What follows belongs to an exercise in optimizing a design on an open flow for small area; a production flow would make more cautious choices. In this exercise RTL edits were held to simulation tests only and were not proved equivalent to the original. Power and IR drop assume default switching activity.

==> design/flow/config.mk <==
export PLATFORM = sky130hd
export DESIGN_NAME = mbus_phy
export DESIGN_NICKNAME = mbus_phy
export VERILOG_FILES = /design/flow/design.v
export SDC_FILE = /design/flow/constraint.sdc
export NUM_CORES = 4
export LEC_CHECK = 0
export CAP_MARGIN = 20
export CORE_MARGIN = 2
export CORE_UTILIZATION = 40
export PLACE_DENSITY = 0.6
export SLEW_MARGIN = 20
==> design/flow/constraint.sdc <==
create_clock -name core_clock -period 10.0 [get_ports {clk}]
set_input_delay 2.0000 -clock core_clock [delete_from_list [all_inputs] [get_ports {clk}]]
set_output_delay 2.0000 -clock core_clock [all_outputs]
set_load 0.01 [all_outputs]
==> design/flow/design.v <==
module mbus_phy (
    input  wire        clk,
    input  wire        rst,            
    input  wire        tick,           
    input  wire        line_in,        
    input  wire [15:0] cfg_min_zero,
    input  wire [15:0] cfg_max_zero,
    input  wire [15:0] cfg_min_one,
    input  wire [15:0] cfg_max_one,
    input  wire [15:0] cfg_bit_timeout,
    input  wire [15:0] cfg_ifs,
    input  wire [15:0] cfg_tx_zero_low,
    input  wire [15:0] cfg_tx_one_low,
    input  wire [15:0] cfg_tx_zero_high,
    input  wire [15:0] cfg_tx_one_high,
    input  wire [4:0]  raw_addr,
    output reg  [7:0]  raw_data,
    output reg         rx_ready,
    output wire        rx_busy,
    input  wire        rx_clear,       
    output reg         err_framing,
    output reg         err_overflow,
    output reg         err_overrun,
    input  wire        out_we,
    input  wire [4:0]  out_addr,
    input  wire [7:0]  out_wdata,
    input  wire        tx_start,       
    output reg         tx_active,
    output reg         line_drive
);
    localparam [1:0] RX_WAIT = 2'd0, RX_LOW = 2'd1, RX_HIGH = 2'd2;
    localparam [1:0] DROP_NONE = 2'd0, DROP_BUSY = 2'd1, DROP_OVERFLOW = 2'd2;
    localparam [1:0] TX_START = 2'd0, TX_LOW0 = 2'd1, TX_LOW1 = 2'd2, TX_END = 2'd3;
    reg [3:0]  raw_s0 [0:7];
    reg [3:0]  raw_s1 [0:7];
    reg [3:0]  raw_s2 [0:7];
    reg [3:0]  raw_s3 [0:6];
    reg [7:0]  raw_f;
    reg [2:0]  grp_mask;         
    reg [4:0]  outb [0:31];      
    reg [1:0]  rx_phase;
    reg [1:0]  rx_bits;          
    reg [2:0]  grp_val;          
    reg        grp_glitch;       
    reg [4:0]  raw_len;          
    reg [1:0]  rx_drop;
    reg [15:0] rx_elapsed;
    reg [2:0]  rx_rg;            
    reg        line_prev;
    reg [1:0]  tx_phase;
    reg [4:0]  tx_sr;            
    reg [5:0]  tx_index;
    reg [15:0] tx_wait;
    assign rx_busy = (rx_phase != RX_WAIT);
    function [15:0] inc16;           
        input [15:0] a;
        integer j;
        reg c;
        begin
            c = 1'b1;
            for (j = 0; j < 16; j = j + 1) begin
                inc16[j] = a[j] ^ c;
                c = c & a[j];
            end
        end
    endfunction
    function [15:0] dec16;           
        input [15:0] a;
        integer j;
        reg b;
        begin
            b = 1'b1;
            for (j = 0; j < 16; j = j + 1) begin
                dec16[j] = a[j] ^ b;
                b = b & ~a[j];
            end
        end
    endfunction
    function ge16;                   
        input [15:0] a, b;
        integer j;
        reg g;
        begin
            g = 1'b1;
            for (j = 0; j < 16; j = j + 1)
                g = (a[j] & ~b[j]) | (~(a[j] ^ b[j]) & g);
            ge16 = g;
        end
    endfunction
    function [5:0] inc6;             
        input [5:0] a;
        integer j;
        reg c;
        begin
            c = 1'b1;
            for (j = 0; j < 6; j = j + 1) begin
                inc6[j] = a[j] ^ c;
                c = c & a[j];
            end
        end
    endfunction
    function [7:0] hexchar;          
        input [3:0] v;
        begin
            case (v)
                4'h0: hexchar = 8'h30; 4'h1: hexchar = 8'h31; 4'h2: hexchar = 8'h32;
                4'h3: hexchar = 8'h33; 4'h4: hexchar = 8'h34; 4'h5: hexchar = 8'h35;
                4'h6: hexchar = 8'h36; 4'h7: hexchar = 8'h37; 4'h8: hexchar = 8'h38;
                4'h9: hexchar = 8'h39; 4'hA: hexchar = 8'h41; 4'hB: hexchar = 8'h42;
                4'hC: hexchar = 8'h43; 4'hD: hexchar = 8'h44; 4'hE: hexchar = 8'h45;
                default: hexchar = 8'h46;
            endcase
        end
    endfunction
    function ge6;                    
        input [5:0] a, b;
        integer j;
        reg g;
        begin
            g = 1'b1;
            for (j = 0; j < 6; j = j + 1)
                g = (a[j] & ~b[j]) | (~(a[j] ^ b[j]) & g);
            ge6 = g;
        end
    endfunction
    wire [2:0] rg  = raw_addr[4:2];
    wire [1:0] rj  = raw_addr[1:0];
    wire [3:0] rs0 = raw_s0[rg];
    wire [3:0] rs1 = raw_s1[rg];
    wire [3:0] rs2 = raw_s2[rg];
    wire [3:0] rs3 = (rg == 3'd7) ? raw_s2[7] : raw_s3[rg];
    wire       rf  = raw_f[rg];
    reg  [1:0] rslot;
    reg  [3:0] rval;
    wire       rx_x = rf & rs3[rj];
    always @(*) begin
        case (rj)
            2'd0: rslot = 2'd0;
            2'd1: rslot = rf ? {1'b0, ~rs3[0]} : 2'd1;
            2'd2: rslot = rf ? {~rs3[0] & ~rs3[1], ~rs3[0] ^ ~rs3[1]} : 2'd2;
            default: rslot = rf ? {(~rs3[0] & ~rs3[1]) | (~rs3[2] & (~rs3[0] | ~rs3[1])),
                                   ~rs3[0] ^ ~rs3[1] ^ ~rs3[2]} : 2'd3;
        endcase
        case (rslot)
            2'd0: rval = rs0;
            2'd1: rval = rs1;
            2'd2: rval = rs2;
            default: rval = rs3;
        endcase
    end
    always @(*) begin
        if (!ge6({1'b0, raw_addr}, {1'b0, raw_len}))
            raw_data = rx_x ? 8'h58 : hexchar(rval);
        else if (raw_addr == raw_len && rx_ready)
            raw_data = 8'h0D;
        else
            raw_data = 8'h00;
    end
    wire [15:0] elapsed_inc = inc16(rx_elapsed);
    wire        level       = line_in & ~line_drive;
    wire        falling     = line_prev & ~level;
    wire        rising      = ~line_prev & level;
    wire        rg0 = (rx_rg == 3'd0);
    wire        rg1 = (rx_rg == 3'd1);
    wire        rg2 = (rx_rg == 3'd2);
    wire        rg3 = (rx_rg == 3'd3);
    wire [15:0] thr_a = rg0 ? cfg_min_zero : (rx_rg[2] | rg3) ? cfg_bit_timeout : cfg_min_one;
    wire [15:0] thr_b = rg1 ? cfg_max_zero : cfg_max_one;
    wire        hit_a = (elapsed_inc == thr_a);
    wire        hit_b = (rx_elapsed == thr_b);
    reg  [2:0]  rg_next;
    always @(*) begin
        case (rx_rg)
            3'd0: rg_next = hit_a ? 3'd1 : 3'd0;
            3'd1: rg_next = hit_b ? (hit_a ? 3'd3 : 3'd2) : 3'd1;
            3'd2: rg_next = hit_a ? 3'd3 : 3'd2;
            3'd3: rg_next = hit_b ? 3'd4 : 3'd3;
            default: rg_next = 3'd4;
        endcase
    end
    wire        is_one      = (rg_next == 3'd3);
    wire        is_glitch   = ~rg_next[0];
    wire        timeout_due = hit_a & (rx_rg[2] | rg3);
    wire        in_frame  = (rx_phase != RX_WAIT);
    wire        pulse_end = tick && rising && rx_phase == RX_LOW;
    wire        nib_done  = pulse_end && rx_bits == 2'd3 && rx_drop == DROP_NONE;
    wire        raw_we    = nib_done && raw_len != 5'd31;
    wire        frame_end = tick && !falling && !rising && in_frame && timeout_due;
    wire        frame_ok  = frame_end && rx_drop == DROP_NONE && rx_bits == 2'd0;
    wire        frame_bad = frame_end && rx_drop != DROP_BUSY && !frame_ok;
    wire        ready_t   = rx_ready | frame_ok;              
    wire        submit    = rx_clear & ready_t;
    wire        w_x       = grp_glitch | is_glitch;         
    wire [3:0]  w_val     = {grp_val, is_one};
    wire [2:0]  wg        = raw_len[4:2];
    wire [1:0]  wj        = raw_len[1:0];
    wire [3:0]  w_mask    = {wj == 2'd3 & w_x,
                             wj == 2'd2 ? w_x : (wj[1] & grp_mask[2]),
                             wj == 2'd1 ? w_x : (wj[1] & grp_mask[1]),
                             wj == 2'd0 ? w_x : grp_mask[0]};
    wire        w_f       = |w_mask;
    wire [1:0]  wn0       = (wj != 2'd0) & ~grp_mask[0];
    wire [1:0]  wn1       = (wj[1]) & ~grp_mask[1];
    wire [1:0]  wn2       = (wj == 2'd3) & ~grp_mask[2];
    wire [1:0]  w_slot    = wn0 + wn1 + wn2;
    wire        we_s0     = raw_we & ~w_x & w_slot == 2'd0;
    wire        we_s1     = raw_we & ~w_x & w_slot == 2'd1;
    wire        we_s2     = raw_we & ~w_x & w_slot == 2'd2;
    wire        we_s3     = raw_we & ((~w_x & w_slot == 2'd3) | w_f);
    wire [3:0]  w_d3      = w_f ? w_mask : w_val;
    integer i;
    always @(posedge clk) begin
        for (i = 0; i < 8; i = i + 1) begin
            if (wg == i) begin
                if (we_s0) raw_s0[i] <= w_val;
                if (we_s1) raw_s1[i] <= w_val;
                if (raw_we) raw_f[i] <= w_f;
            end
        end
        for (i = 0; i < 7; i = i + 1) begin
            if (wg == i) begin
                if (we_s2) raw_s2[i] <= w_val;
                if (we_s3) raw_s3[i] <= w_d3;
            end
        end
        if (wg == 3'd7 && (we_s2 || we_s3))
            raw_s2[7] <= w_d3;
        if (raw_we)
            grp_mask <= w_mask[2:0];
    end
    always @(posedge clk) begin
        if (rst) begin
            rx_phase     <= RX_WAIT;
            rx_bits      <= 2'd0;
            grp_val      <= 3'd0;
            grp_glitch   <= 1'b0;
            raw_len      <= 5'd0;
            rx_drop      <= DROP_NONE;
            rx_ready     <= 1'b0;
            rx_elapsed   <= 16'd0;
            rx_rg        <= 3'd0;
            line_prev    <= 1'b1;
            err_framing  <= 1'b0;
            err_overflow <= 1'b0;
            err_overrun  <= 1'b0;
        end else begin
            err_framing  <= frame_bad && rx_drop == DROP_NONE;
            err_overflow <= frame_bad && rx_drop == DROP_OVERFLOW;
            err_overrun  <= frame_end && rx_drop == DROP_BUSY;
            if (tick) begin
                line_prev  <= level;
                rx_elapsed <= (falling || rising || !in_frame) ? 16'd0 : elapsed_inc;
                rx_rg      <= (falling || rising || !in_frame) ? 3'd0 : rg_next;
                if (falling && rx_phase == RX_WAIT) begin
                    rx_phase <= RX_LOW;
                    rx_bits  <= 2'd0;
                    rx_drop  <= rx_ready ? DROP_BUSY : DROP_NONE;
                end else if (falling && rx_phase == RX_HIGH) begin
                    rx_phase <= RX_LOW;
                end else if (rising && rx_phase == RX_LOW) begin
                    rx_bits    <= {rx_bits[1] ^ rx_bits[0], ~rx_bits[0]};
                    grp_val    <= (rx_bits == 2'd0) ? {2'b00, is_one} : {grp_val[1:0], is_one};
                    grp_glitch <= (rx_bits == 2'd0) ? is_glitch : (grp_glitch | is_glitch);
                    if (nib_done && raw_len == 5'd31)
                        rx_drop <= DROP_OVERFLOW;
                    rx_phase <= RX_HIGH;
                end else if (frame_end) begin
                    rx_phase <= RX_WAIT;
                    rx_bits  <= 2'd0;
                    rx_drop  <= DROP_NONE;
                end
            end
            if (frame_ok)
                rx_ready <= 1'b1;
            if (submit)
                rx_ready <= 1'b0;
            if (submit || frame_bad)
                raw_len <= 5'd0;
            else if (raw_we)
                raw_len <= inc6({1'b0, raw_len});
        end
    end
    reg        fetch_found;
    reg [5:0]  fetch_pos;        
    reg [3:0]  fetch_val;
    reg [32:0] armed;
    reg [31:0] sel;
    integer    k;
    always @(*) begin
        armed[0] = (tx_index == 6'd0);
        for (k = 0; k < 32; k = k + 1) begin
            sel[k]     = armed[k] & (outb[k][4] | outb[k][0]);
            armed[k+1] = (armed[k] & ~(outb[k][4] | outb[k][0])) | (tx_index == k + 1);
        end
        fetch_found = 1'b0;
        fetch_val   = 4'd0;
        fetch_pos   = 6'd0;
        for (k = 0; k < 32; k = k + 1) begin
            fetch_found = fetch_found | (sel[k] & outb[k][4]);
            fetch_val   = fetch_val | ({4{sel[k]}} & outb[k][3:0]);
            fetch_pos   = fetch_pos | ({6{sel[k]}} & (k + 1));
        end
    end
    reg  [4:0] out_code;
    always @(*) begin
        out_code = 5'd0;
        if (out_wdata[7:4] == 4'h3) begin
            case (out_wdata[3:0])
                4'h0, 4'h1, 4'h2, 4'h3, 4'h4, 4'h5, 4'h6, 4'h7, 4'h8, 4'h9:
                    out_code = {1'b1, out_wdata[3:0]};
                default: out_code = 5'd0;
            endcase
        end else if (out_wdata[7:4] == 4'h4) begin
            case (out_wdata[3:0])
                4'h1: out_code = 5'h1A; 4'h2: out_code = 5'h1B; 4'h3: out_code = 5'h1C;
                4'h4: out_code = 5'h1D; 4'h5: out_code = 5'h1E; 4'h6: out_code = 5'h1F;
                default: out_code = 5'd0;
            endcase
        end else if (out_wdata == 8'h0D) begin
            out_code = 5'd1;
        end
    end
    wire       tx_due   = tick && tx_active && tx_wait == 16'd1;
    wire       tx_fetch = tx_due && tx_phase == TX_START && tx_sr[3:0] == 4'd0;
    wire       tx_fend  = tx_fetch && !fetch_found;
    wire       tx_done  = tx_due && tx_phase == TX_END;
    wire [3:0] cur_nib  = tx_fetch ? fetch_val : tx_sr[4:1];
    wire       active_t = tx_active & ~tx_done;
    wire       end_t    = tx_fend | (tx_phase == TX_END & ~tx_done);
    wire       out_wr   = out_we & ~(active_t & ~end_t);
    wire       start    = tx_start & ~active_t & ~in_frame_t;
    wire       in_frame_t;
    assign in_frame_t = tick ? ((falling && rx_phase == RX_WAIT) ? 1'b1 : (frame_end ? 1'b0 : in_frame)) : in_frame;
    wire [4:0] out_wcode = rst ? 5'd0 : out_code;
    always @(posedge clk) begin
        for (i = 0; i < 32; i = i + 1)
            if (rst || (out_wr && out_addr == i))
                outb[i] <= out_wcode;
    end
    always @(posedge clk) begin
        if (rst) begin
            line_drive <= 1'b0;
            tx_active  <= 1'b0;
            tx_phase   <= TX_START;
            tx_sr      <= 5'd0;
            tx_index   <= 6'd0;
            tx_wait    <= 16'd0;
        end else begin
            if (tick && tx_active) begin
                tx_wait <= dec16(tx_wait);
                if (tx_due) begin
                    case (tx_phase)
                        TX_START: begin
                            if (tx_fend) begin
                                tx_phase <= TX_END;
                                tx_wait  <= cfg_ifs;
                                tx_index <= fetch_pos;
                            end else begin
                                if (tx_fetch) begin
                                    tx_index <= fetch_pos;
                                    tx_sr    <= {fetch_val, 1'b1};
                                end
                                line_drive <= 1'b1;
                                if (cur_nib[3]) begin
                                    tx_phase <= TX_LOW1;
                                    tx_wait  <= cfg_tx_one_low;
                                end else begin
                                    tx_phase <= TX_LOW0;
                                    tx_wait  <= cfg_tx_zero_low;
                                end
                            end
                        end
                        TX_LOW0, TX_LOW1: begin
                            line_drive <= 1'b0;
                            tx_sr      <= {tx_sr[3:0], 1'b0};
                            tx_phase   <= TX_START;
                            tx_wait    <= (tx_phase == TX_LOW1) ? cfg_tx_one_high : cfg_tx_zero_high;
                        end
                        default: begin
                            tx_active <= 1'b0;
                            tx_phase  <= TX_START;
                        end
                    endcase
                end
            end
            if (start) begin
                tx_active <= 1'b1;
                tx_phase  <= TX_START;
                tx_sr     <= 5'd0;
                tx_index  <= 6'd0;
                tx_wait   <= 16'd1;
            end
        end
    end
endmodule
==> design/flow/flow/run.sh <==
#!/bin/bash
# Layout flow: the standard ORFS flow, with two changes to synthesis only:
#  - the combinational logic is mapped by ABC with an area-oriented script
#    (flow/area.abc) instead of ORFS's script and its delay target;
#  - Yosys's full-adder extraction is skipped, so that adder-like logic is
#    left to ABC.
# Registers, their names and cell types are those of the standard synthesis.
set -euo pipefail
WORK=$(pwd)
orig=$(grep -o 'SYNTH_SCRIPT=[^ ]*' standard.sh | head -1 | cut -d= -f2- | tr -d "'\"")
cat > "$WORK/flow_synth.tcl" <<EOT
proc extract_fa {args} { puts "flow: extract_fa skipped" }
proc abc {args} {
  set i [lsearch \$args -script]
  lset args [expr {\$i + 1}] $WORK/flow/area.abc
  set d [lsearch \$args -D]
  if {\$d >= 0} { set args [lreplace \$args \$d [expr {\$d + 1}]] }
  puts "flow: abc \$args"
  yosys abc {*}\$args
}
source $orig
EOT
sed "s#SYNTH_SCRIPT=[^ ]*#SYNTH_SCRIPT=$WORK/flow_synth.tcl#" standard.sh > flow_standard.sh
bash flow_standard.sh finish > "$WORK/flow_make.log" 2>&1
==> design/flow/flow/area.abc <==
strash
&get -n
&fraig -x
&put
scorr
dc2
dretime
strash
&get -n
&dch -f
&nf -R 1000
&put
strash
dch -f
&get -n
&nf -R 1000
&put
==> design/flow/standard.sh <==
#!/bin/bash
# synth_recipe.tcl (not shown) runs the flow's synth.tcl, then flattens the netlist and writes it again
# the make line also repeats each setting of config.mk as NAME=value (left out here)
make -C /OpenROAD-flow-scripts/flow DESIGN_CONFIG=/design/flow/config.mk WORK_HOME=/design/flow/orfs CLKGATE_MAP_FILE= SYNTH_SCRIPT=/design/flow/synth_recipe.tcl "${@:-finish}"
==> results of run 1 <==
report_power, final:
| group | switching, mW | internal (mW) |
|---|---|---|
| sequential | 0.0213 | 1.67 |
| clock | 0.601 | 0.813 |
| combinational | 0.158 | 0.138 |
metal layers:
layer,vias up,share of wire (%)
met5,-,0.026
met4,2,1.8
met3,73,8.2
met2,595,47
met1,6556,43
li1,6397,-
critical path: cells and delay by family (launching register included):
family                 cells  cell delay, ns
and+or+nand+nor           16            1.96
DFF                        1            0.40
buffers and inverters      1            0.13
AOI/OAI and AO/OA         33            6.60
worst min path at each step:
stage	cells past startpoint	endpoint	slack, ns
6_report	2	rx_phase[0]$_SDFFE_PP0P_	0.49
5_1_grt	2	rx_phase[0]$_SDFFE_PP0P_	0.51
4_1_cts	2	rx_phase[0]$_SDFFE_PP0P_	0.49
3_5_place_dp	2	rx_phase[0]$_SDFFE_PP0P_	0.48
3_3_place_gp	2	rx_phase[0]$_SDFFE_PP0P_	0.47
2_1_floorplan	2	rx_phase[0]$_SDFFE_PP0P_	0.45
cells in the final DEF (no fill, tap or decap), drive strengths merged, types with 54 or more instances in the layout:
cell type      synthesis  layout
nor2                 215     215
edfxtp               295     295
clkdlybuf4s50          0     197
nand2                110     110
dfxtp                 70      70
a21oi                 70      70
nor3                  54      54
a22oi                 76      76
clkinv                46      57
per-stage QoR:
stage	TNS, ns	instance area [sq um]
6_report	0	21200
5_1_grt	-0.592	21200
4_1_cts	0	21000
3_5_place_dp	0	19800
3_3_place_gp	0	19800
2_1_floorplan	0	16800
area by class of cell:
class                           count  area (sq um)
Antenna cell                        1          2.50
Clock buffer                       46          1020
Clock inverter                     23           216
Fill cell                        3742         20400
Inverter                           46           173
Multi-Input combinational cell   1040          6550
Sequential cell                   365         10300
Tap cell                          539           674
Timing Repair Buffer              242          2310
state kept, by name, indices dropped and copies added, names as in the netlist, 3 cells and up:
signal      count
raw_s1         32
raw_len         5
raw_s3         28
tx_wait        16
grp_val         3
grp_mask        3
raw_s0         32
raw_f           8
tx_sr           5
raw_s2         32
outb          160
tx_index        6
rx_rg           3
rx_elapsed     16
repair_timing:
action,CTS,global route
buffers inserted,0,7
hold buffers,0,0
setup endpoints to repair,1,184
pin swaps,0,13
resized for setup,1,38
cells by family after synthesis:
kind of cell,count (synthesis),synth area share [%]
multiplexers,22,1.33
buffers and inverters,47,1.07
AO/OA/AOI/OAI,441,19.7
flip-flops,365,61.1
other,1,0.0223
AND/OR/NAND/NOR,544,15.1
XOR/XNOR,32,1.67
==> impl_metrics.py, run 1 <==
metrics = {
    "run_status": {
        "status": "no timing/DRC/antenna violations",
    },
    "synth": {
        "ys_ff_latch": 365,
        "synth_warnings": 6,
        "syn-num-nets": 1637,
        "synth_area_leaders": "edfxtp_1 (53%), dfxtp_1 (8.3%), nor2_1 (4.8%)",
        "synth-seq-area-share_pct": 61.1,
        "yosysTopAreaCell": "edfxtp_1",
        "yosys.cell_count.top_type": "edfxtp_1",
        "synth.top_cell.area_share_pct": 52.8,
        "async_reset_ff_share_pct": 0,
        "synthTopCellsByCount": "edfxtp_1 (295), nor2_1 (215), nand2_1 (110)",
        "synth_edf_count": 295,
        "synth.avg_cell_area_sq_um": 11.6,
        "synth_cell_types": 57,
        "synthCells": 1452,
        "synthesis.area_sq_um": 16800,
        "yosys_most_used_dff": "edfxtp_1",
    },
    "clock_tree": {
        "clockRootBuffer": "clkbuf_16",
        "cts_buffers": 39,
        "cts_sinks": 365,
        "cts_tree": "built",
        "clockBufferDepth": 3,
        "clk_pin_slew_ns": 0.06,
        "htreeDepth": 2,
        "insertion_delay_ns": 0.55,
    },
    "layout": {
        "syn2layout_area_growth_pct": 26.4,
        "fin_nets": 1919,
        "instances_no_fill": 2302,
        "final_core_util_pct": 50.9,
        "drive_above_1_share_pct": 7.78,
    },
    "placement": {
        "gp_congestion": 0.899,
        "dp.cells": 2225,
        "hpwl_microns": 35300,
        "dpl_worst_slack_ns": 0.0891,
        "port_buffers": 198,
    },
    "floorplanning": {
        "die-width_microns": 209,
        "io_pins": 200,
        "core-area_sq_um": 41700,
        "die_h_microns": 209,
        "start_util_pct": 40.3,
        "dieArea_sq_um": 43600,
        "rows": 75,
    },
    "timing": {
        "post-route-min-period_ns": 9.41,
        "holdWs_ns": 0.487,
        "hold_viol": 0,
        "finClkSkew_ns": 0.0277,
        "period_share_pct": 94.1,
        "slew_viol_final": 0,
        "worst_pin_slew_ns": 1.22,
        "max_freq_mhz": 106,
        "setup_viol": 0,
        "timing.final.ws_setup_ns": 0.593,
        "slew_headroom_pct": 18.6,
    },
    "detailed_routing": {
        "wire_per_inst_microns": 21.7,
        "drt-pass1-iter-count": 5,
        "remaining_drc_errors": 0,
        "ant_nets": 0,
        "via_per_inst": 5.92,
        "drtIter0Drc": 1403,
        "via_count": 13623,
        "routed_wl_microns": 50000,
    },
    "global_routing": {
        "grt_antenna_before_repair": 2,
        "gr-usage-met3_pct": 4.88,
        "grt-ovfl-total": 0,
        "grt_pass1_vias": 13340,
        "grt_pass1_wl_microns": 76300,
        "grt.busiest_layer": "met2",
        "gr-usage-met2_pct": 36.5,
        "use_met1_pct": 30.5,
        "globalRouteTotalUtil_pct": 22.4,
        "grt_max_degree": 41,
    },
    "worst_hold_path": {
        "min_from": "rx_phase[0]$_SDFFE_PP0P_",
        "hold_class": "flop to flop",
    },
    "power": {
        "vdd_drop_max_v": 0.000101,
        "power_mw": 3.40,
        "leakage_nw": 7.39,
        "powerDensity_nw_per_um2": 160,
    },
    "worst_setup_path": {
        "worstPathMaxFanout": 11,
        "arrival_ns": 9.63,
        "cp_slowest_cell": "and2_1",
        "cp_slowest_stage_delay_ns": 0.57,
        "reg2reg_slack_ns": 0.59,
        "startpoint": "tx_index[1]$_SDFFE_PP0P_",
        "r2r_start": "tx_index[1]$_SDFFE_PP0P_",
        "start_kind": "flop",
        "rr_endpoint": "outb[29][2]$_DFFE_PP_",
        "endpoint_kind": "flop",
        "cp_data_required_time_ns": 10.22,
        "critPathCapture": "outb[29][2]$_DFFE_PP_",
        "path_class": "flop to flop",
        "reg2reg_depth": 50,
    },
    "run": {
        "maxCapViolations": 0,
    },
}
==> run 2, diff against run 1 <==
--- a/design/flow/flow/run.sh
+++ b/design/flow/flow/run.sh
@@ -5,7 +5,11 @@
 #  - Yosys's full-adder extraction is skipped, so that adder-like logic is
 #    left to ABC.
 # Registers, their names and cell types are those of the standard synthesis.
+# Layout: port buffers are the smallest buffer cell, and clock-tree synthesis
+# uses clkbuf_8 clusters of at most 15 sinks and no dummy loads.
 set -euo pipefail
+export BUFFER_PORTS_ARGS="-buffer_cell sky130_fd_sc_hd__buf_1"
+export CTS_ARGS="-sink_clustering_enable -repair_clock_nets -dont_use_dummy_load -buf_list {sky130_fd_sc_hd__clkbuf_8} -root_buf sky130_fd_sc_hd__clkbuf_8 -sink_clustering_size 15 -sink_clustering_max_diameter 60"
 WORK=$(pwd)
 orig=$(grep -o 'SYNTH_SCRIPT=[^ ]*' standard.sh | head -1 | cut -d= -f2- | tr -d "'\"")
 cat > "$WORK/flow_synth.tcl" <<EOT
==> impl_metrics.py, run 2 <==
metrics = {
    "global_routing": {
        "grt-ovfl-total": 0,
        "grt_pass1_wl_microns": 74800,
        "grt_antenna_before_repair": 0,
        "globalRouteTotalUtil_pct": 22.0,
        "grt_max_degree": 41,
        "grt_pass1_vias": 13204,
    },
    "synth": {
        "synth-seq-area-share_pct": 61.1,
        "async_reset_ff_share_pct": 0,
        "syn-num-nets": 1637,
        "synthCells": 1452,
        "synth_area_leaders": "edfxtp_1 (53%), dfxtp_1 (8.3%), nor2_1 (4.8%)",
        "yosys.cell_count.top_type": "edfxtp_1",
        "synth_warnings": 6,
        "synth.top_cell.area_share_pct": 52.8,
        "yosys_most_used_dff": "edfxtp_1",
        "ys_ff_latch": 365,
        "synth.avg_cell_area_sq_um": 11.6,
        "synthTopCellsByCount": "edfxtp_1 (295), nor2_1 (215), nand2_1 (110)",
        "synth_cell_types": 57,
        "synth_edf_count": 295,
        "synthesis.area_sq_um": 16800,
        "yosysTopAreaCell": "edfxtp_1",
    },
    "worst_setup_path": {
        "crit_top_cell": "nor3_1",
        "cp_slowest_cell": "and2_0",
        "cp_data_required_time_ns": 10.24,
        "start_kind": "flop",
        "cp_slowest_stage_delay_ns": 0.65,
        "arrival_ns": 9.62,
        "worstPathMaxFanout": 11,
        "endpoint_kind": "flop",
        "cp_top_family": "compound AO/OA/AOI/OAI gates",
        "cp_num_buf_inv": 1,
        "path_class": "flop to flop",
    },
    "detailed_routing": {
        "wire_per_inst_microns": 21.8,
        "remaining_drc_errors": 0,
        "routed_wl_microns": 49300,
        "ant_nets": 0,
        "drtIter0Drc": 1568,
        "drt-pass1-iter-count": 8,
        "via_per_inst": 6.02,
        "via_count": 13620,
    },
    "clock_tree": {
        "clk_pin_slew_ns": 0.09,
        "cts_tree": "built",
        "insertion_delay_ns": 0.58,
        "htreeDepth": 2,
        "clockRootBuffer": "clkbuf_8",
        "cts_buffers": 34,
        "clockBufferDepth": 3,
        "cts_sinks": 365,
    },
    "layout": {
        "syn2layout_area_growth_pct": 14.3,
        "drive_above_1_share_pct": 6.55,
        "final_cell_mix": "edfxtp_1 (295), nor2_1 (213), buf_1 (197)",
        "final_area_sq_um": 19200,
        "largest_reg_flops": 160,
        "instances_no_fill": 2263,
        "fin_nets": 1911,
        "final_core_util_pct": 46.0,
        "largest_register": "outb",
        "antenna_cells": 0,
        "layout_commonest_cell": "edfxtp_1",
    },
    "floorplanning": {
        "start_util_pct": 40.3,
        "die-width_microns": 209,
        "core-area_sq_um": 41700,
        "dieArea_sq_um": 43600,
        "rows": 75,
        "io_pins": 200,
        "die_h_microns": 209,
    },
    "power": {
        "powerDensity_nw_per_um2": 141,
        "power_mw": 2.71,
        "leakage_nw": 6.52,
        "vdd_drop_max_v": 0.0000697,
    },
    "worst_hold_path": {
        "hold_class": "flop to flop",
    },
    "placement": {
        "dp.cells": 2223,
        "hpwl_microns": 35100,
        "gp_congestion": 0.906,
        "port_buffers": 198,
        "dpl-instance-area_sq_um": 18500,
    },
    "run_status": {
        "status": "no timing/DRC/antenna violations",
    },
    "timing": {
        "period_share_pct": 93.8,
        "post-route-min-period_ns": 9.38,
        "hold_viol": 0,
        "setup_viol": 0,
        "max_freq_mhz": 107,
        "slew_headroom_pct": 27.1,
        "slew_viol_final": 0,
        "holdWs_ns": 0.492,
        "worst_pin_slew_ns": 1.09,
        "finClkSkew_ns": 0.0769,
    },
    "run": {
        "maxCapViolations": 0,
    },
}
==> run 2: cell counts after synthesis <==
Identical to the previous run, type by type.
==> run 2: routing by layer <==
metal  vias up  wire [microns]  global-route usage [%]
li1       6328               -                       -
met1      6588           21400                    30.2
met2       627           22800                    36.0
met3        77            3970                    3.83
met4         0            1070                    6.06
met5         -               0                       0
==> run 2: final cells by class <==
type                    count  area [sq um]
multi-input cells        1040          6550
clock buffers              34           468
flip-flops and latches    365         10300
fillers                  3913         22500
inverters                  46           173
repair buffers            239          1050
well taps                 539           674
==> run 2: worst min-delay path: stages (launching register included) <==
cell and delay, ns:
dfxtp_1 0.34, nand2_1 0.06, a21oi_1 0.05
==> run 2: worst paths after layout <==
path	cells past startpoint	slack (ns)	endpoint	from
setup reg to reg	50	0.62	outb[29][0]$_DFFE_PP_	tx_index[1]$_SDFFE_PP0P_
setup / recovery	50	0.62	outb[29][0]$_DFFE_PP_	tx_index[1]$_SDFFE_PP0P_
hold / removal	2	0.49	tx_phase[0]$_SDFFE_PP0P_	tx_phase[0]$_SDFFE_PP0P_
hold reg to reg	2	0.49	tx_phase[0]$_SDFFE_PP0P_	tx_phase[0]$_SDFFE_PP0P_
==> run 2: kinds of logic after synthesis <==
| kind of cell | after synthesis | share of synthesized area (%) |
|---|---|---|
| and+or+nand+nor | 544 | 15.1 |
| other | 1 | 0.0223 |
| DFF | 365 | 61.1 |
| AOI/OAI and AO/OA | 441 | 19.7 |
| muxes | 22 | 1.33 |
| xor gates and xnor gates | 32 | 1.67 |
| buffers and inverters | 47 | 1.07 |
==> run 2: power by group <==
part           switching [mW]  total (mW)  internal (mW)
clock                   0.474       0.779          0.305
sequential             0.0210        1.68           1.66
combinational           0.159       0.250         0.0909
total                   0.654        2.71           2.06
==> run 2: timing repair <==
item,4_1_cts,5_1_grt
gates resized for setup,0,36
hold buffers,0,0
setup endpoints to repair,0,184
setup buffers,0,6
==> run 2: per-stage QoR <==
step / TNS, ns / worst slack [ns]
after global routing: -9.57 / -0.286
after detailed placement: 0 / 0.116
final: 0 / 0.623
after CTS: 0 / 0.0477
after floorplan: 0 / 1.10
after global placement: 0 / 0.210
==> run 3, diff against run 2 <==
--- a/design/flow/design.v
+++ b/design/flow/design.v
@@ -125,11 +125,19 @@
     endfunction
     wire [2:0] rg  = raw_addr[4:2];
     wire [1:0] rj  = raw_addr[1:0];
-    wire [3:0] rs0 = raw_s0[rg];
-    wire [3:0] rs1 = raw_s1[rg];
-    wire [3:0] rs2 = raw_s2[rg];
-    wire [3:0] rs3 = (rg == 3'd7) ? raw_s2[7] : raw_s3[rg];
-    wire       rf  = raw_f[rg];
+    reg  [3:0] rs0, rs1, rs2, rs3;
+    reg        rf;
+    integer    m;
+    always @(*) begin
+        rs0 = 4'd0; rs1 = 4'd0; rs2 = 4'd0; rs3 = 4'd0; rf = 1'b0;
+        for (m = 0; m < 8; m = m + 1) begin
+            rs0 = rs0 | ({4{rg == m}} & raw_s0[m]);
+            rs1 = rs1 | ({4{rg == m}} & raw_s1[m]);
+            rs2 = rs2 | ({4{rg == m}} & raw_s2[m]);
+            rs3 = rs3 | ({4{rg == m}} & ((m == 7) ? raw_s2[7] : raw_s3[m % 7]));
+            rf  = rf  | ((rg == m) & raw_f[m]);
+        end
+    end
     reg  [1:0] rslot;
     reg  [3:0] rval;
     wire       rx_x = rf & rs3[rj];
==> design/flow/config.mk (replaced) <==
export PLATFORM = sky130hd
export DESIGN_NAME = mbus_phy
export DESIGN_NICKNAME = mbus_phy
export VERILOG_FILES = /design/flow/design.v
export SDC_FILE = /design/flow/constraint.sdc
export NUM_CORES = 4
export LEC_CHECK = 0
export CAP_MARGIN = 0
export CORE_MARGIN = 2
export CORE_UTILIZATION = 65
export PLACE_DENSITY = 0.75
export SLEW_MARGIN = 0
==> impl_metrics.py, run 3 <==
metrics = {
    "timing": {
        "slew_headroom_pct": 20.2,
        "post-route-min-period_ns": 9.48,
        "hold_viol": 0,
        "finClkSkew_ns": 0.0560,
        "period_share_pct": 94.8,
        "timing.final.ws_setup_ns": 0.518,
        "fin_setup_tns_ns": 0,
        "setup_viol": 0,
        "max_freq_mhz": 105,
        "worst_pin_slew_ns": 1.19,
        "holdWs_ns": 0.469,
        "slew_viol_final": 0,
    },
    "clock_tree": {
        "cts_tree": "built",
        "cts_buffers": 29,
        "cts_sinks": 365,
        "insertion_delay_ns": 0.59,
        "clockRootBuffer": "clkbuf_8",
        "clockBufferDepth": 3,
        "ctsHoldBuffers": 0,
        "htreeDepth": 1,
        "clk_pin_slew_ns": 0.10,
    },
    "synth": {
        "muxShareOfSynthArea_pct": 1.21,
        "async_reset_ff_share_pct": 0,
        "synth-simple-area-share_pct": 16.8,
        "syn-num-nets": 1666,
        "synth_compound_area_share_pct": 18.4,
        "synthCells": 1481,
        "synth_top_family_by_area": "compound AO/OA/AOI/OAI gates",
        "synth-seq-area-share_pct": 61.3,
        "synth.top_cell.area_share_pct": 53.0,
        "yosys_most_used_dff": "edfxtp_1",
        "synth.avg_cell_area_sq_um": 11.3,
        "synthAdderAreaFrac_pct": 0,
        "synth_cell_types": 58,
        "ys_ff_latch": 365,
        "yosys.cell_count.top_type": "edfxtp_1",
        "synth_area_leaders": "edfxtp_1 (53%), dfxtp_1 (8.4%), nor2_1 (5.1%)",
        "synthTopCellsByCount": "edfxtp_1 (295), nor2_1 (229), nand2_1 (159)",
        "synth_warnings": 6,
        "synth_xor_area_share_pct": 1.36,
        "synthesis.area_sq_um": 16700,
        "synth_edf_count": 295,
        "yosysTopAreaCell": "edfxtp_1",
    },
    "detailed_routing": {
        "via_count": 13987,
        "ant_nets": 0,
        "wire_per_inst_microns": 22.0,
        "routed_wl_microns": 45600,
        "drt-pass1-iter-count": 5,
        "drtIter0Drc": 1854,
        "remaining_drc_errors": 0,
        "via_per_inst": 6.74,
    },
    "layout": {
        "final_area_sq_um": 18700,
        "layout_commonest_cell": "edfxtp_1",
        "fin_nets": 1931,
        "final_cell_mix": "edfxtp_1 (295), nor2_1 (227), buf_1 (197)",
        "syn2layout_area_growth_pct": 11.9,
        "largest_reg_flops": 160,
        "drive_above_1_share_pct": 5.45,
        "instances_no_fill": 2074,
        "largest_register": "outb",
        "fillers": 1732,
        "final_core_util_pct": 74.1,
        "antenna_cells": 0,
    },
    "power": {
        "leakage_nw": 6.40,
        "power_mw": 2.62,
        "vdd_drop_max_v": 0.000110,
        "powerDensity_nw_per_um2": 140,
    },
    "global_routing": {
        "grt_max_degree": 39,
        "grt_pass1_wl_microns": 70400,
        "grt_antenna_before_repair": 0,
        "globalRouteTotalUtil_pct": 33.6,
        "grt-ovfl-total": 0,
        "grt_pass1_vias": 13274,
    },
    "run_status": {
        "status": "no timing/DRC/antenna violations",
    },
    "worst_setup_path": {
        "rr_endpoint": "tx_wait[14]$_SDFFE_PP0P_",
        "crit_top_cell": "nor3_1",
        "reg2reg_depth": 52,
        "r2r_start": "tx_index[0]$_SDFFE_PP0P_",
        "endpoint_kind": "flop",
        "cp_slowest_cell": "dfxtp_2",
        "arrival_ns": 9.92,
        "path_class": "flop to flop",
        "cp_data_required_time_ns": 10.44,
        "reg2reg_slack_ns": 0.52,
        "worstPathMaxFanout": 10,
        "start_kind": "flop",
        "cp_slowest_stage_delay_ns": 0.36,
    },
    "floorplanning": {
        "io_pins": 200,
        "die-width_microns": 164,
        "start_util_pct": 66.2,
        "rows": 58,
        "core-area_sq_um": 25300,
        "die_h_microns": 164,
        "dieArea_sq_um": 27000,
    },
    "worst_hold_path": {
        "min_path_cells": 2,
        "whs_endpoint": "grp_glitch$_SDFFE_PP0P_",
        "min_from": "grp_glitch$_SDFFE_PP0P_",
        "hold_class": "flop to flop",
    },
    "placement": {
        "dp.cells": 2037,
        "dpl-instance-area_sq_um": 18200,
        "port_buffers": 198,
        "hpwl_microns": 32500,
        "dpl_worst_slack_ns": 0.324,
        "gp_congestion": 0.947,
    },
    "run": {
        "maxCapViolations": 0,
    },
}
[run 3: how the worst max path moves through the flow]
stage	start	endpoint	slack, ns	cells after the start
2_1_floorplan	tx_index[0]$_SDFFE_PP0P_	tx_wait[5]$_SDFFE_PP0P_	1.28	52
3_3_place_gp	tx_index[0]$_SDFFE_PP0P_	tx_wait[13]$_SDFFE_PP0P_	0.88	52
3_5_place_dp	tx_index[0]$_SDFFE_PP0P_	tx_wait[4]$_SDFFE_PP0P_	0.32	53
4_1_cts	tx_index[2]$_SDFFE_PP0P_	tx_wait[15]$_SDFFE_PP0P_	0.25	51
5_1_grt	tx_index[0]$_SDFFE_PP0P_	tx_wait[4]$_SDFFE_PP0P_	-0.10	53
6_report	tx_index[0]$_SDFFE_PP0P_	tx_wait[14]$_SDFFE_PP0P_	0.52	52
[run 3: final cells by class]
type / count / area, sq um / area share [%]
flip-flops and latches: 365 / 10300 / 54.8
multi-input cells: 1077 / 6480 / 34.6
repair buffers: 235 / 1020 / 5.46
well taps: 330 / 413 / 2.21
clock buffers: 29 / 399 / 2.13
inverters: 38 / 143 / 0.762
[run 3: power by group]
group,switching (mW),internal (mW)
clock network,0.439,0.258
logic,0.152,0.0825
registers,0.0213,1.66
total,0.612,2.00
[run 3: layer usage]
layer	track usage [%]	wire [microns]	part of all wire [%]	vias up
li1	-	-	-	6357
met1	47.0	18000	39	6553
met2	53.5	21300	47	979
met3	7.61	5260	12	98
met4	9.72	1050	2.3	0
met5	0	0	0	-
[run 3: cells by family (layout without fill, tap and decap cells)]
group / Yosys count / count (layout)
multiplexers: 20 / 20
other: 1 / 1
flip-flops: 365 / 365
AND/OR/NAND/NOR: 618 / 618
XOR/XNOR: 26 / 26
AO/OA/AOI/OAI: 412 / 412
buffers and inverters: 39 / 302
[run 3: critical path, delay by kind of cell (launching register included)]
family / cells / cell delay [ns]
simple gates: 16 / 1.54
compound gates: 33 / 7.07
flops: 1 / 0.36
buf+inv: 3 / 0.37
[run 3: timing repair]
item	in CTS	in global routing
endpoints found under the setup margin	0	151
resized for setup	0	21
buffers inserted	0	8
==> run 4, diff against run 3 <==
--- a/design/flow/flow/run.sh
+++ b/design/flow/flow/run.sh
@@ -6,10 +6,10 @@
 #    left to ABC.
 # Registers, their names and cell types are those of the standard synthesis.
 # Layout: port buffers are the smallest buffer cell, and clock-tree synthesis
-# uses clkbuf_8 clusters of at most 15 sinks and no dummy loads.
+# uses clkbuf_8 clusters of at most 18 sinks and no dummy loads.
 set -euo pipefail
 export BUFFER_PORTS_ARGS="-buffer_cell sky130_fd_sc_hd__buf_1"
-export CTS_ARGS="-sink_clustering_enable -repair_clock_nets -dont_use_dummy_load -buf_list {sky130_fd_sc_hd__clkbuf_8} -root_buf sky130_fd_sc_hd__clkbuf_8 -sink_clustering_size 15 -sink_clustering_max_diameter 60"
+export CTS_ARGS="-sink_clustering_enable -repair_clock_nets -dont_use_dummy_load -buf_list {sky130_fd_sc_hd__clkbuf_8} -root_buf sky130_fd_sc_hd__clkbuf_8 -sink_clustering_size 18 -sink_clustering_max_diameter 60"
 WORK=$(pwd)
 orig=$(grep -o 'SYNTH_SCRIPT=[^ ]*' standard.sh | head -1 | cut -d= -f2- | tr -d "'\"")
 cat > "$WORK/flow_synth.tcl" <<EOT
==> impl_metrics.py, run 4 <==
metrics = {
    "worst_setup_path": {
        "start_kind": "flop",
        "arrival_ns": 10.03,
        "reg2reg_depth": 52,
        "path_class": "flop to flop",
        "worstPathMaxFanout": 10,
        "cp_slowest_cell": "dfxtp_2",
        "r2r_start": "tx_index[0]$_SDFFE_PP0P_",
        "crit_top_cell": "nor3_1",
        "cp_data_required_time_ns": 10.42,
        "cp_slowest_stage_delay_ns": 0.36,
        "reg2reg_slack_ns": 0.39,
        "endpoint_kind": "flop",
        "rr_endpoint": "tx_wait[14]$_SDFFE_PP0P_",
    },
    "floorplanning": {
        "dieArea_sq_um": 27000,
        "io_pins": 200,
        "core-area_sq_um": 25300,
        "rows": 58,
        "die-width_microns": 164,
        "die_h_microns": 164,
        "start_util_pct": 66.2,
    },
    "synth": {
        "synth_warnings": 6,
        "syn-num-nets": 1666,
        "yosysTopAreaCell": "edfxtp_1",
        "yosys_most_used_dff": "edfxtp_1",
        "synth_edf_count": 295,
        "synth.top_cell.area_share_pct": 53.0,
        "synth-seq-area-share_pct": 61.3,
        "synth.avg_cell_area_sq_um": 11.3,
        "synth_area_leaders": "edfxtp_1 (53%), dfxtp_1 (8.4%), nor2_1 (5.1%)",
        "synth_cell_types": 58,
        "synthesis.area_sq_um": 16700,
        "ys_ff_latch": 365,
        "synthCells": 1481,
        "yosys.cell_count.top_type": "edfxtp_1",
        "synthTopCellsByCount": "edfxtp_1 (295), nor2_1 (229), nand2_1 (159)",
        "async_reset_ff_share_pct": 0,
    },
    "global_routing": {
        "grt_pass1_vias": 13223,
        "globalRouteTotalUtil_pct": 33.7,
        "grt-ovfl-total": 0,
        "grt_pass1_wl_microns": 70500,
        "grt_max_degree": 39,
        "grt_antenna_before_repair": 0,
    },
    "clock_tree": {
        "cts_tree": "built",
        "clockBufferDepth": 3,
        "htreeDepth": 1,
        "clk_pin_slew_ns": 0.12,
        "clockRootBuffer": "clkbuf_8",
        "cts_buffers": 26,
        "ctsHoldBuffers": 0,
        "cts_sinks": 365,
        "insertion_delay_ns": 0.61,
    },
    "worst_hold_path": {
        "min_path_cells": 2,
        "min_from": "grp_glitch$_SDFFE_PP0P_",
        "hold_class": "flop to flop",
        "whs_endpoint": "grp_glitch$_SDFFE_PP0P_",
    },
    "power": {
        "vdd_drop_max_v": 0.0000832,
        "powerDensity_nw_per_um2": 138,
        "leakage_nw": 6.40,
        "power_mw": 2.58,
    },
    "detailed_routing": {
        "drt-pass1-iter-count": 7,
        "routed_wl_microns": 45700,
        "ant_nets": 0,
        "via_count": 13938,
        "via_per_inst": 6.74,
        "remaining_drc_errors": 0,
        "wire_per_inst_microns": 22.1,
        "drtIter0Drc": 1838,
    },
    "timing": {
        "hold_viol": 0,
        "worst_pin_slew_ns": 1.20,
        "timing.final.ws_setup_ns": 0.391,
        "setup_viol": 0,
        "max_freq_mhz": 104,
        "slew_headroom_pct": 19.9,
        "post-route-min-period_ns": 9.61,
        "period_share_pct": 96.1,
        "slew_viol_final": 0,
        "finClkSkew_ns": 0.0739,
    },
    "layout": {
        "syn2layout_area_growth_pct": 11.7,
        "layout_commonest_cell": "edfxtp_1",
        "fillers": 1732,
        "antenna_cells": 0,
        "largest_register": "outb",
        "largest_reg_flops": 160,
        "drive_above_1_share_pct": 5.46,
        "fin_nets": 1926,
        "final_cell_mix": "edfxtp_1 (295), nor2_1 (227), buf_1 (197)",
    },
    "placement": {
        "hpwl_microns": 32500,
        "dpl_worst_slack_ns": 0.324,
        "gp_congestion": 0.947,
        "port_buffers": 198,
    },
    "run": {
        "maxCapViolations": 0,
    },
    "run_status": {
        "status": "no timing/DRC/antenna violations",
    },
}
run 4: final cells by class:
cell class	count	area [sq um]	area share, %
clock buffers	26	358	1.92
multi-input cells	1077	6500	34.8
inverters	38	143	0.764
flip-flops and latches	365	10300	54.9
well taps	330	413	2.21
repair buffers	233	1010	5.39
run 4: how the worst max path moves through the flow:
stage | start | to | cells past startpoint
floorplan | tx_index[0]$_SDFFE_PP0P_ | tx_wait[5]$_SDFFE_PP0P_ | 52
global placement | tx_index[0]$_SDFFE_PP0P_ | tx_wait[13]$_SDFFE_PP0P_ | 52
detailed placement | tx_index[0]$_SDFFE_PP0P_ | tx_wait[4]$_SDFFE_PP0P_ | 53
CTS | tx_index[2]$_SDFFE_PP0P_ | tx_wait[5]$_SDFFE_PP0P_ | 52
global route | tx_index[0]$_SDFFE_PP0P_ | tx_wait[4]$_SDFFE_PP0P_ | 53
finish | tx_index[0]$_SDFFE_PP0P_ | tx_wait[14]$_SDFFE_PP0P_ | 52
run 4: cell families after synthesis:
group	share of synthesized area, %
buffers and inverters	0.898
AOI/OAI and AO/OA	18.4
muxes	1.21
other	0.0224
DFF	61.3
xor gates and xnor gates	1.36
and+or+nand+nor	16.8
run 4: routing by layer:
metal  vias to the layer above  track usage [%]  wire length, microns
met1                      6463             47.2                 17700
li1                       6349                -                     -
met5                         -                0                     0
met4                         0             9.25                  1200
met2                      1002             53.9                 21200
met3                       124             7.21                  5600
run 4: repair_timing:
item | 4_1_cts | 5_1_grt
resized for setup | 0 | 27
setup buffers | 0 | 6
setup endpoints to repair | 0 | 156
run 4: power by group:
group | switching, mW | internal [mW]
clock | 0.431 | 0.232
sequential | 0.0211 | 1.66
combinational | 0.152 | 0.0825
total | 0.604 | 1.98
run 4: metrics by stage:
step	instances	utilization (%)	cell area [sq um]	hold slack (ns)	setup TNS, ns
floorplan	1481	-	16700	0.434	0
global placement	2037	71.9	18200	0.450	0
detailed placement	2037	71.9	18200	0.459	0
CTS	2063	73.4	18500	0.476	0
global route	2069	74.0	18700	0.503	-1.13
finish	2069	74.0	18700	0.470	0
run 4: worst max-delay path, delay by kind of cell (launching register included):
family                 cells  cell delay, ns
AO/OA/AOI/OAI             33            7.07
AND/OR/NAND/NOR           16            1.59
buffers and inverters      3            0.37
flip-flops                 1            0.36

afterwards: timing with drivers on the ports:
No port has a modelled driver above. Below, the same layouts with a new extraction and two added sets of constraints.
Step 1, drivers: a clkbuf_16 drives clk and a buf_2 each remaining input, both assumed.
Step 2 times the ports against the registers' clock, not the clock port: input delays grow and output delays shrink by t, the midpoint of the rising clock arrivals with the driver on.
Slacks: ideal ports / drivers / drivers and shift; pairs: ideal ports / drivers.
run | t (ns) | slack for setup (ns) | hold WS [ns] | worst setup path at the end | worst register clock-pin slew, ns
run 1 | 0.593 | 0.593 / 0.593 / 0.593 | 0.487 / 0.487 / 0.487 | register to register | 0.07 / 0.07
run 2 | 0.593 | 0.623 / 0.623 / 0.623 | 0.492 / 0.492 / 0.492 | register to register | 0.10 / 0.10
run 3 | 0.610 | 0.518 / 0.518 / 0.518 | 0.469 / 0.469 / 0.469 | register to register | 0.10 / 0.10
run 4 | 0.617 | 0.391 / 0.391 / 0.391 | 0.470 / 0.470 / 0.470 | register to register | 0.12 / 0.12
After both steps every run listed still meets setup and hold.
